Source: an optimization exercise on an open RTL-to-GDS flow (aim: small area). Production flows keep margins and buffers that such runs may drop. In this exercise RTL edits were held to simulation tests only and were not proved equivalent to the original. Power and IR drop assume default switching activity.

==> inputs of job 8192 <==
## k1fcb
module k1fcb (
    input  wire        clk,
    input  wire        rst,
    input  wire        in_valid,
    input  wire [7:0]  in_byte,
    output wire        in_ready,
    output wire        ob_valid,
    output wire [7:0]  ob_byte,
    output wire        rsp_valid,
    output wire [7:0]  rsp_op,
    output wire [7:0]  rsp_status,
    output wire [15:0] rsp_acc,
    output wire [7:0]  rsp_out,
    output wire [3:0]  rsp_xpos,
    output wire [1:0]  rsp_sflags,
    output wire [6:0]  rsp_rxn,
    output wire [6:0]  rsp_consumed,
    output wire        rsp_has_start,
    output wire [6:0]  rsp_start,
    output wire        rsp_ovf,
    output wire [15:0] rsp_len,
    output wire [15:0] rsp_type,
    output wire [15:0] rsp_dlen,
    output wire [15:0] rsp_crc_rx,
    output wire [15:0] rsp_crc_calc,
    output wire        rsp_crc_ok,
    output wire        rsp_dlen_ok,
    output wire        rsp_runt,
    output wire [6:0]  rsp_passes
);
clock: 11.0 ns
lec_check: 0
cap_margin: 20
core_margin: 2
core_utilization: 40
cts_cluster_diameter: 150
cts_cluster_size: 25
place_density: 0.6
slew_margin: 20
standard.sh (not shown) runs the stock make flow with config.mk's settings and CLKGATE_MAP_FILE= SYNTH_SCRIPT=/design/flow/synth_recipe.tcl, a recipe that flattens the netlist after the stock synthesis.
==> flow/flow/run.sh <==
#!/bin/bash
# Standard ORFS layout, except that the technology mapping in synthesis uses an
# area-oriented ABC script (flow/abc_map.script) in place of ORFS's abc_speed.script.
# Everything else (the synthesis passes before and after ABC, flop mapping, floorplan,
# power grid, placement, CTS, routing) is ORFS's own, run through the standard.sh.
set -euo pipefail
here=$(pwd)
rm -rf "$here/scripts"
cp -r "$FLOW_HOME/scripts" "$here/scripts"
cp "$here/flow/abc_map.script" "$here/scripts/abc_speed.script"
export SCRIPTS_DIR="$here/scripts"
bash "$here/standard.sh" > "$here/orfs_make.log" 2>&1
==> flow/flow/abc_map.script <==
strash
dch -f
map -a
strash
dc2
dch -f
map -a
strash
&get -n
&st
&dch -f
&nf -R 1000 -p
&put
==> job 9887: changes against job 8192 <==
--- a/flow/design.v
+++ b/flow/design.v
@@ -66,22 +66,22 @@
     reg  [5:0]  ph, tph;
     reg         full;
     reg  [15:0] acc;
     reg  [3:0]  xpos;
     reg  [1:0]  sflags;
     reg  [4:0]  st;
-    reg  [4:0]  opr;         
+    reg  [1:0]  sub;
     reg  [5:0]  ist, len, j;
     reg  [15:0] crx, crc, t;
     reg         prev_ab; wire odd = rs[0], tlong = rs[1];
     reg  [2:0]  rs;
     wire s_idle = st == S_IDLE;
     wire s_arg  = st == S_ARG;
-    wire a_push = opr[4];
-    wire a_xor  = opr[2];
-    wire a_xb   = opr[2] & opr[0];
+    wire a_push = sub == 2'b00;
+    wire a_xor  = sub[1];
+    wire a_xb   = sub == 2'b11;
     wire tph0 = tph == 6'd0;
     wire tphl = tph == 6'd63;
     wire is_ab = tap == 8'hAB;
     wire is_cd = tap == 8'hCD;
     wire op_stat  = in_byte == 8'h02;
     wire op_flush = in_byte == 8'h23;
@@ -134,13 +134,26 @@
                   (st == T_E0) | (st == T_E1);
     assign ob_valid = rx_out | (t_emit & ~tlong);
     wire [15:0] crc_out;
     k1_crc_step u_crc (.acc(s_arg ? acc : crc), .b(rx_out ? ob : x), .nxt(crc_out));
     wire fin_go = (st == D_FIN) & (rs != R_MSG | j == 6'd60);
     assign rsp_valid = (take & ((s_idle & ~op_multi) | s_arg)) | (st == T_E1) | fin_go;
-    assign rsp_op = s_idle ? in_byte : {2'b00, opr[4], opr[3], opr[2], 1'b0, opr[1], opr[0]};
+    reg [7:0] op_r;
+    always @(*) begin
+        if (s_idle)          op_r = in_byte;
+        else if (st == T_E1) op_r = 8'h30;
+        else if (s_arg)
+            case (sub)
+                2'b01:   op_r = 8'h11;
+                2'b10:   op_r = 8'h18;
+                2'b11:   op_r = 8'h19;
+                default: op_r = 8'h20;
+            endcase
+        else                 op_r = {6'b001000, sub};
+    end
+    assign rsp_op = op_r;
     reg [7:0] status;
     always @(*) begin
         case (st)
             S_IDLE:  status = {7'd0, ~op_legal};
             S_ARG:   status = {6'd0, a_push & full, 1'b0};
             T_E1:    status = {6'd0, tlong, tlong};
@@ -229,13 +242,13 @@
             acc <= 16'd0;
             xpos <= 4'd0;
             sflags <= 2'd0;
         end else begin
             case (st)
                 S_IDLE: if (take) begin
-                    opr <= {in_byte[5], in_byte[4], in_byte[3], in_byte[1], in_byte[0]};
+                    sub <= {in_byte[3] | in_byte[1], in_byte[0]};
                     case (in_byte)
                         8'h01: begin
                             acc <= 16'd0;
                             xpos <= 4'd0;
                             sflags <= 2'd0;
                             ph <= 6'd0;
@@ -369,13 +382,13 @@
                 end else begin
                     rs <= R_MSG;
                     st <= D_MW;
                 end
                 D_DW: if (drop_a | drop_b) begin
                     if (rs == R_OVF) sflags[0] <= 1'b1;
-                    if (opr[1]) begin
+                    if (sub[1]) begin
                         t[6:0] <= t_inc[6:0];
                         st <= D_START;
                     end else begin
                         st <= D_FIN;
                     end
                 end
==> flow/flow/run.sh (replaced) <==
#!/bin/bash
# Standard ORFS layout through the standard.sh, with two changes:
#  * technology mapping in synthesis uses an area-oriented ABC script
#    (flow/abc_map.script) in place of ORFS's abc_speed.script;
#  * every port still gets its own buffer, but buffer_ports uses the smallest buffer
#    (sky130_fd_sc_hd__buf_1) instead of the cell it picks by default.
# Everything else (the synthesis passes before and after ABC, flop mapping, floorplan,
# power grid, placement, CTS, routing) is ORFS's own.
set -euo pipefail
here=$(pwd)
rm -rf "$here/scripts"
cp -r "$FLOW_HOME/scripts" "$here/scripts"
cp "$here/flow/abc_map.script" "$here/scripts/abc_speed.script"
export SCRIPTS_DIR="$here/scripts"
export BUFFER_PORTS_ARGS="-buffer_cell sky130_fd_sc_hd__buf_1"
bash "$here/standard.sh" > "$here/orfs_make.log" 2>&1
==> flow/config.mk (replaced) <==
export PLATFORM = sky130hd
export DESIGN_NAME = k1fcb
export DESIGN_NICKNAME = k1fcb
export VERILOG_FILES = /design/flow/design.v
export SDC_FILE = /design/flow/constraint.sdc
export NUM_CORES = 4
export LEC_CHECK = 0
export CAP_MARGIN = 20
export CORE_MARGIN = 2
export CORE_UTILIZATION = 60
export CTS_CLUSTER_DIAMETER = 150
export CTS_CLUSTER_SIZE = 25
export PLACE_DENSITY = 0.75
export SLEW_MARGIN = 20
==> job 4999: changes against job 8192 <==
--- a/flow/design.v
+++ b/flow/design.v
@@ -66,22 +66,22 @@
     reg  [5:0]  ph, tph;
     reg         full;
     reg  [15:0] acc;
     reg  [3:0]  xpos;
     reg  [1:0]  sflags;
     reg  [4:0]  st;
-    reg  [4:0]  opr;         
+    reg  [1:0]  sub;
     reg  [5:0]  ist, len, j;
     reg  [15:0] crx, crc, t;
     reg         prev_ab; wire odd = rs[0], tlong = rs[1];
     reg  [2:0]  rs;
     wire s_idle = st == S_IDLE;
     wire s_arg  = st == S_ARG;
-    wire a_push = opr[4];
-    wire a_xor  = opr[2];
-    wire a_xb   = opr[2] & opr[0];
+    wire a_push = sub == 2'b00;
+    wire a_xor  = sub[1];
+    wire a_xb   = sub == 2'b11;
     wire tph0 = tph == 6'd0;
     wire tphl = tph == 6'd63;
     wire is_ab = tap == 8'hAB;
     wire is_cd = tap == 8'hCD;
     wire op_stat  = in_byte == 8'h02;
     wire op_flush = in_byte == 8'h23;
@@ -134,13 +134,26 @@
                   (st == T_E0) | (st == T_E1);
     assign ob_valid = rx_out | (t_emit & ~tlong);
     wire [15:0] crc_out;
     k1_crc_step u_crc (.acc(s_arg ? acc : crc), .b(rx_out ? ob : x), .nxt(crc_out));
     wire fin_go = (st == D_FIN) & (rs != R_MSG | j == 6'd60);
     assign rsp_valid = (take & ((s_idle & ~op_multi) | s_arg)) | (st == T_E1) | fin_go;
-    assign rsp_op = s_idle ? in_byte : {2'b00, opr[4], opr[3], opr[2], 1'b0, opr[1], opr[0]};
+    reg [7:0] op_r;
+    always @(*) begin
+        if (s_idle)          op_r = in_byte;
+        else if (st == T_E1) op_r = 8'h30;
+        else if (s_arg)
+            case (sub)
+                2'b01:   op_r = 8'h11;
+                2'b10:   op_r = 8'h18;
+                2'b11:   op_r = 8'h19;
+                default: op_r = 8'h20;
+            endcase
+        else                 op_r = {6'b001000, sub};
+    end
+    assign rsp_op = op_r;
     reg [7:0] status;
     always @(*) begin
         case (st)
             S_IDLE:  status = {7'd0, ~op_legal};
             S_ARG:   status = {6'd0, a_push & full, 1'b0};
             T_E1:    status = {6'd0, tlong, tlong};
@@ -229,13 +242,13 @@
             acc <= 16'd0;
             xpos <= 4'd0;
             sflags <= 2'd0;
         end else begin
             case (st)
                 S_IDLE: if (take) begin
-                    opr <= {in_byte[5], in_byte[4], in_byte[3], in_byte[1], in_byte[0]};
+                    sub <= {in_byte[3] | in_byte[1], in_byte[0]};
                     case (in_byte)
                         8'h01: begin
                             acc <= 16'd0;
                             xpos <= 4'd0;
                             sflags <= 2'd0;
                             ph <= 6'd0;
@@ -369,13 +382,13 @@
                 end else begin
                     rs <= R_MSG;
                     st <= D_MW;
                 end
                 D_DW: if (drop_a | drop_b) begin
                     if (rs == R_OVF) sflags[0] <= 1'b1;
-                    if (opr[1]) begin
+                    if (sub[1]) begin
                         t[6:0] <= t_inc[6:0];
                         st <= D_START;
                     end else begin
                         st <= D_FIN;
                     end
                 end
==> flow/flow/run.sh (replaced) <==
#!/bin/bash
# Standard ORFS layout through the standard.sh, with two changes:
#  * technology mapping in synthesis uses an area-oriented ABC script
#    (flow/abc_map.script) in place of ORFS's abc_speed.script;
#  * every port still gets its own buffer, but buffer_ports uses the smallest buffer
#    (sky130_fd_sc_hd__buf_1) instead of the cell it picks by default.
# Everything else (the synthesis passes before and after ABC, flop mapping, floorplan,
# power grid, placement, CTS, routing) is ORFS's own.
set -euo pipefail
here=$(pwd)
rm -rf "$here/scripts"
cp -r "$FLOW_HOME/scripts" "$here/scripts"
cp "$here/flow/abc_map.script" "$here/scripts/abc_speed.script"
export SCRIPTS_DIR="$here/scripts"
export BUFFER_PORTS_ARGS="-buffer_cell sky130_fd_sc_hd__buf_1"
bash "$here/standard.sh" > "$here/orfs_make.log" 2>&1
==> flow/config.mk (replaced) <==
export PLATFORM = sky130hd
export DESIGN_NAME = k1fcb
export DESIGN_NICKNAME = k1fcb
export VERILOG_FILES = /design/flow/design.v
export SDC_FILE = /design/flow/constraint.sdc
export NUM_CORES = 4
export LEC_CHECK = 0
export CAP_MARGIN = 20
export CORE_MARGIN = 2
export CORE_UTILIZATION = 40
export CTS_BUF_LIST = sky130_fd_sc_hd__clkbuf_8
export CTS_CLUSTER_DIAMETER = 100
export CTS_CLUSTER_SIZE = 14
export PLACE_DENSITY = 0.6
export SLEW_MARGIN = 20
==> qor summary <==
	job 8192	job 9887	job 4999
Run status	finished clean	finished clean	finished clean
Total clock buffers created by CTS	29	28	50
Critical path capture point	rsp_valid	ob_valid	ob_valid
Number of sequential cells	627	624	624
DRC marker count from the first detailed-route iteration	1,029	1,343	1,002
Clock group	0.00114 W	0.00113 W	0.00112 W
Simple-gate share of the synthesized area	11.8%	12.4%	12.4%
Delay of the slowest cell on the worst path	0.91 ns	0.65 ns	0.65 ns
Total number of vias	12,236	12,447	12,264
Final weighted congestion in routability-driven placement	0.881	1.01	0.929
Ratio of cells with drive above 1 in the final layout	3.52%	3.13%	4.60%
Sequential cell area share	60.3%	64.0%	63.1%
Maximum clock skew at final layout	0.0597 ns	0.0466 ns	0.0536 ns
Final critical path time including I/O delays and setup	7.73 ns	7.17 ns	7.12 ns

-- afterwards: timing with drivers on the ports --
Ports are ideal in the flow. The routed layouts listed here were re-timed in OpenROAD.
Step 1 assumes that a clkbuf_16 drives the clock port and a buf_2 every other input.
Step 2 times the ports against the registers' clock, not the clock port: input delays grow and output delays shrink by t, the midpoint of the rising clock arrivals with the driver on.
Three values: no drivers, after step 1, after step 2; two values: the first two.
run | t, ns | slack for setup (ns) | hold WS [ns] | clock arrival spread, ns | slew at the worst register clock pin (ns)
job 8192 | 0.628 | 3.272 / 3.248 / 3.248 | 0.316 / 0.316 / 0.316 | 0.060 / 0.060 | 0.11 / 0.11
job 9887 | 0.619 | 3.826 / 3.806 / 3.806 | 0.311 / 0.311 / 0.311 | 0.050 / 0.049 | 0.12 / 0.12
job 4999 | 0.689 | 3.881 / 3.845 / 3.845 | 0.314 / 0.314 / 0.314 | 0.059 / 0.059 | 0.12 / 0.12
After both steps setup and hold are still met in every run listed. For job 4999, which loses most, drivers alone change the setup slack by -0.036 ns; drivers and shift together by -0.036 ns.
